Background: an optimization exercise with open tools, aiming at small area, a short achievable clock period and few clock cycles per item. Do not read the settings as production practice. Where RTL was checked, it was by simulation tests only, not by an equivalence proof against the original. No activity file was given, so power comes from the tool's default toggle rates.

## emrka_top
module emrka_top (
    input  wire        clk,
    input  wire        rst_n,
    input  wire        sel,
    input  wire        wr,
    input  wire [4:0]  addr,
    input  wire [1:0]  size,
    input  wire [31:0] wdata,
    output reg  [31:0] rdata,
    output reg         err
);
    localparam [2:0] R_KEY_LO  = 3'd0,
                     R_KEY_HI  = 3'd1,
                     R_DIN_LO  = 3'd2,
                     R_DIN_HI  = 3'd3,
                     R_DOUT_LO = 3'd4,
                     R_DOUT_HI = 3'd5,
                     R_CTRL    = 3'd6,
                     R_STATUS  = 3'd7;
    reg [63:0] key_q;
    reg [63:0] din_q;
    reg [63:0] dout_q;    
    reg        dv_q;      
    reg        busy_q;
    reg        done_q;
    reg        err_cmd_q;
    reg        err_busy_q;
    reg [31:0] h_q;
    reg [31:0] l_q;       
    reg [5:0]  i_q;       
    reg [4:0]  p_q;       
    reg        mode_q;    
    wire       admit  = (size == 2'b10) && (addr[1:0] == 2'b00);
    wire [2:0] reg_ix = addr[4:2];
    wire       do_wr  = sel && admit &&  wr;
    wire wr_droppable = (reg_ix != R_DOUT_LO) && (reg_ix != R_DOUT_HI) &&
                        (reg_ix != R_STATUS);
    wire busy_drop = do_wr && busy_q && wr_droppable;
    wire wr_ok     = do_wr && !busy_q;
    wire cmd_hi0   = (wdata[31:2] == 30'd0);
    wire cmd_write = wr_ok && (reg_ix == R_CTRL);
    wire start     = cmd_write && cmd_hi0 && (wdata[1] ^ wdata[0]);
    wire cmd_bad   = cmd_write && !(cmd_hi0 && !(wdata[1] && wdata[0]));
  ...
Size: about 1500 cells after synthesis, about 270 flip-flops, about 76 I/O pins, about 16000 um^2 of cells after synthesis.
==> module emrka_top, before the edit <==
module emrka_top (
    input  wire        clk,
    input  wire        rst_n,
    input  wire        sel,
    input  wire        wr,
    input  wire [4:0]  addr,
    input  wire [1:0]  size,
    input  wire [31:0] wdata,
    output reg  [31:0] rdata,
    output reg         err
);
    localparam [2:0] R_KEY_LO  = 3'd0,
                     R_KEY_HI  = 3'd1,
                     R_DIN_LO  = 3'd2,
                     R_DIN_HI  = 3'd3,
                     R_DOUT_LO = 3'd4,
                     R_DOUT_HI = 3'd5,
                     R_CTRL    = 3'd6,
                     R_STATUS  = 3'd7;
    reg [63:0] key_q;
    reg [63:0] din_q;
    reg [63:0] dout_q;    
    reg        dv_q;      
    reg        busy_q;
    reg        done_q;
    reg        err_cmd_q;
    reg        err_busy_q;
    reg [31:0] h_q;
    reg [31:0] l_q;       
    reg [5:0]  i_q;       
    reg [4:0]  p_q;       
    reg        mode_q;    
    wire       admit  = (size == 2'b10) && (addr[1:0] == 2'b00);
    wire [2:0] reg_ix = addr[4:2];
    wire       do_wr  = sel && admit &&  wr;
    wire wr_droppable = (reg_ix != R_DOUT_LO) && (reg_ix != R_DOUT_HI) &&
                        (reg_ix != R_STATUS);
    wire busy_drop = do_wr && busy_q && wr_droppable;
    wire wr_ok     = do_wr && !busy_q;
    wire cmd_hi0   = (wdata[31:2] == 30'd0);
    wire cmd_write = wr_ok && (reg_ix == R_CTRL);
    wire start     = cmd_write && cmd_hi0 && (wdata[1] ^ wdata[0]);
    wire cmd_bad   = cmd_write && !(cmd_hi0 && !(wdata[1] && wdata[0]));
    wire st_write  = do_wr && (reg_ix == R_STATUS);
    always @(*) begin
        rdata = 32'h0000_0000;
        err   = 1'b0;
        if (sel) begin
            if (!admit) begin
                err = 1'b1;
            end else if (!wr) begin
                case (reg_ix)
                    R_DIN_LO:  rdata = din_q[31:0];
                    R_DIN_HI:  rdata = din_q[63:32];
                    R_DOUT_LO: rdata = dv_q ? dout_q[31:0]  : 32'd0;
                    R_DOUT_HI: rdata = dv_q ? dout_q[63:32] : 32'd0;
                    R_STATUS:  rdata = {28'd0, err_busy_q, err_cmd_q, done_q, busy_q};
                    default:   rdata = 32'h0000_0000;
                endcase
            end
        end
    end
    wire [4:0]  p   = p_q;
    wire [2:0]  ri  = i_q[2:0];                   
    wire [31:0] la  = l_q + {27'd0, p};           
    wire [31:0] pz  = {27'd0, p};
    wire [31:0] cs  = h_q ^ l_q ^ pz;
    wire [31:0] cc  = (h_q & l_q) | (h_q & pz) | (l_q & pz);
    wire [31:0] hn  = cs + {cc[30:0], 1'b0};
    reg  [31:0] lr;                               
    always @(*) begin
        case (ri)
            3'd0: lr = {la[30:0], la[31]};        
            3'd1: lr = {la[2:0],  la[31:3]};      
            3'd2: lr = {la[27:0], la[31:28]};     
            3'd3: lr = {la[23:0], la[31:24]};     
            3'd4: lr = {la[14:0], la[31:15]};     
            3'd5: lr = {la[19:0], la[31:20]};     
            3'd6: lr = {la[28:0], la[31:29]};     
            default: lr = {la[17:0], la[31:18]};  
        endcase
    end
    wire [31:0] xn  = lr ^ hn;                    
    wire        k_use   = busy_q ? mode_q : wdata[1];
    wire [63:0] k_eff   = k_use ? key_q : 64'd0;
    wire [63:0] t_start = din_q ^ k_eff;
    wire        fin     = i_q[5];
    wire [31:0] wd_r  = wdata & {32{rst_n}};
    wire        we_kl = !rst_n || (wr_ok && reg_ix == R_KEY_LO);
    wire        we_kh = !rst_n || (wr_ok && reg_ix == R_KEY_HI);
    wire        we_dl = !rst_n || (wr_ok && reg_ix == R_DIN_LO);
    wire        we_dh = !rst_n || (wr_ok && reg_ix == R_DIN_HI);
    wire [63:0] res   = {h_q, la} ^ k_eff;
    always @(posedge clk) begin
        if (we_kl) key_q[31:0]  <= wd_r;
        if (we_kh) key_q[63:32] <= wd_r;
        if (we_dl) din_q[31:0]  <= wd_r;
        if (we_dh) din_q[63:32] <= wd_r;
        if (busy_q && fin) dout_q <= res;
    end
    always @(posedge clk) begin
        if (!rst_n) begin
            busy_q     <= 1'b0;
            done_q     <= 1'b0;
            dv_q       <= 1'b0;
            err_cmd_q  <= 1'b0;
            err_busy_q <= 1'b0;
        end else begin
            if (busy_drop)
                err_busy_q <= 1'b1;
            if (cmd_bad)
                err_cmd_q <= 1'b1;
            if (st_write) begin
                if (wdata[1]) done_q     <= 1'b0;
                if (wdata[2]) err_cmd_q  <= 1'b0;
                if (wdata[3]) err_busy_q <= 1'b0;
            end
            if (start) begin
                busy_q <= 1'b1;
                done_q <= 1'b0;
            end
            if (busy_q && fin) begin
                dv_q   <= 1'b1;
                busy_q <= 1'b0;
                done_q <= 1'b1;
            end
        end
    end
    always @(posedge clk) begin
        if (!busy_q) begin
            h_q     <= t_start[63:32];
            l_q     <= t_start[31:0];
            i_q     <= 6'd0;
            p_q     <= 5'd0;
            mode_q  <= wdata[1];
        end else begin
            h_q     <= hn;
            l_q     <= xn;
            i_q     <= i_q + 6'd1;
            p_q     <= i_q[4:0];
        end
    end
endmodule
export LEC_CHECK = 0
export ABC_CLOCK_PERIOD_IN_PS = 3000
export CAP_MARGIN = 20
export CORE_MARGIN = 2
export CORE_UTILIZATION = 40
export PLACE_DENSITY = 0.6
export SETUP_SLACK_MARGIN = 2.4
export SLEW_MARGIN = 20
create_clock -name core_clock -period 5.5 [get_ports {clk}]
run.sh (not shown) runs the stock make flow with config.mk's settings and CLKGATE_MAP_FILE= SYNTH_SCRIPT=/design/flow/synth_recipe.tcl, a recipe that flattens the netlist after the stock synthesis.
Then changed:
--- a/flow/design.v
+++ b/flow/design.v
@@ -17,12 +17,11 @@
                      R_DOUT_HI = 3'd5,
                      R_CTRL    = 3'd6,
                      R_STATUS  = 3'd7;
     reg [63:0] key_q;
     reg [63:0] din_q;
-    reg [63:0] dout_q;    
-    reg        dv_q;      
+    reg [63:0] dout_q;
     reg        busy_q;
     reg        done_q;
     reg        err_cmd_q;
     reg        err_busy_q;
     reg [31:0] h_q;
@@ -50,25 +49,22 @@
                 err = 1'b1;
             end else if (!wr) begin
                 case (reg_ix)
                     R_DIN_LO:  rdata = din_q[31:0];
                     R_DIN_HI:  rdata = din_q[63:32];
-                    R_DOUT_LO: rdata = dv_q ? dout_q[31:0]  : 32'd0;
-                    R_DOUT_HI: rdata = dv_q ? dout_q[63:32] : 32'd0;
+                    R_DOUT_LO: rdata = dout_q[31:0];
+                    R_DOUT_HI: rdata = dout_q[63:32];
                     R_STATUS:  rdata = {28'd0, err_busy_q, err_cmd_q, done_q, busy_q};
                     default:   rdata = 32'h0000_0000;
                 endcase
             end
         end
     end
     wire [4:0]  p   = p_q;
     wire [2:0]  ri  = i_q[2:0];                   
     wire [31:0] la  = l_q + {27'd0, p};           
-    wire [31:0] pz  = {27'd0, p};
-    wire [31:0] cs  = h_q ^ l_q ^ pz;
-    wire [31:0] cc  = (h_q & l_q) | (h_q & pz) | (l_q & pz);
-    wire [31:0] hn  = cs + {cc[30:0], 1'b0};
+    wire [31:0] hn  = h_q + l_q + {27'd0, p};     
     reg  [31:0] lr;                               
     always @(*) begin
         case (ri)
             3'd0: lr = {la[30:0], la[31]};        
             3'd1: lr = {la[2:0],  la[31:3]};      
@@ -79,32 +75,30 @@
             3'd6: lr = {la[28:0], la[31:29]};     
             default: lr = {la[17:0], la[31:18]};  
         endcase
     end
     wire [31:0] xn  = lr ^ hn;                    
-    wire        k_use   = busy_q ? mode_q : wdata[1];
-    wire [63:0] k_eff   = k_use ? key_q : 64'd0;
-    wire [63:0] t_start = din_q ^ k_eff;
+    wire [63:0] t_start = din_q ^ (wdata[1] ? key_q : 64'd0);
     wire        fin     = i_q[5];
     wire [31:0] wd_r  = wdata & {32{rst_n}};
     wire        we_kl = !rst_n || (wr_ok && reg_ix == R_KEY_LO);
     wire        we_kh = !rst_n || (wr_ok && reg_ix == R_KEY_HI);
     wire        we_dl = !rst_n || (wr_ok && reg_ix == R_DIN_LO);
     wire        we_dh = !rst_n || (wr_ok && reg_ix == R_DIN_HI);
-    wire [63:0] res   = {h_q, la} ^ k_eff;
+    wire        we_do = !rst_n || (busy_q && fin);
+    wire [63:0] res   = ({h_q, la} ^ (mode_q ? key_q : 64'd0)) & {64{rst_n}};
     always @(posedge clk) begin
         if (we_kl) key_q[31:0]  <= wd_r;
         if (we_kh) key_q[63:32] <= wd_r;
         if (we_dl) din_q[31:0]  <= wd_r;
         if (we_dh) din_q[63:32] <= wd_r;
-        if (busy_q && fin) dout_q <= res;
+        if (we_do) dout_q       <= res;
     end
     always @(posedge clk) begin
         if (!rst_n) begin
             busy_q     <= 1'b0;
             done_q     <= 1'b0;
-            dv_q       <= 1'b0;
             err_cmd_q  <= 1'b0;
             err_busy_q <= 1'b0;
         end else begin
             if (busy_drop)
                 err_busy_q <= 1'b1;
@@ -118,11 +112,10 @@
             if (start) begin
                 busy_q <= 1'b1;
                 done_q <= 1'b0;
             end
             if (busy_q && fin) begin
-                dv_q   <= 1'b1;
                 busy_q <= 1'b0;
                 done_q <= 1'b1;
             end
         end
     end
- worst hold slack gets better by 0.0037 ns
- cell area increases by 0.66%
- fmax increases by 3.0%
- total power stays flat
- sequential share of layout area decreases by 0.25 points
- count of clock-buffer cells in the layout decreases by 3
- via count increases by 6.1%
- routed wire length increases by 5.3%
- final cell count increases by 6.0%
- setup slack gets better by 0.10 ns
- sequential power increases by about 4%
- first-iteration DRC count increases by 17%
- register-to-register slack gets worse by 0.04 ns
Testbench counts after the change, summed over its fixed seeds: cycles 15,218, items 384.
Only the layout flow was run in the first run of this note; the RTL was not checked for function there.

[what the ideal ports hide]
No port has a modelled driver above. Below, the same layouts with a new extraction and two added sets of constraints. Step 1 sets driving cells, clkbuf_16 on the clock port and buf_2 on the other inputs (assumed; they add their load-dependent delay and slew). Step 2 adds t to the input delays and takes it off the output delays; t is the mean of the earliest and latest rising clock arrival at the registers after step 1. Input paths then give back, and output paths get back, about the clock's delay inside the block. Three values: no drivers, after step 1, after step 2; two values: the first two.
| run | shift t [ns] | setup slack, ns | clock arrival spread, ns |
|---|---|---|---|
| the first run | 0.615 | 1.927 / 1.888 / 1.888 | 0.012 / 0.012 |
| the second run | 0.625 | 2.030 / 1.978 / 1.940 | 0.023 / 0.023 |
After both steps setup and hold are still met in every run listed. For the second run, which loses most, drivers alone change the setup slack by -0.052 ns; drivers and shift together by -0.090 ns.
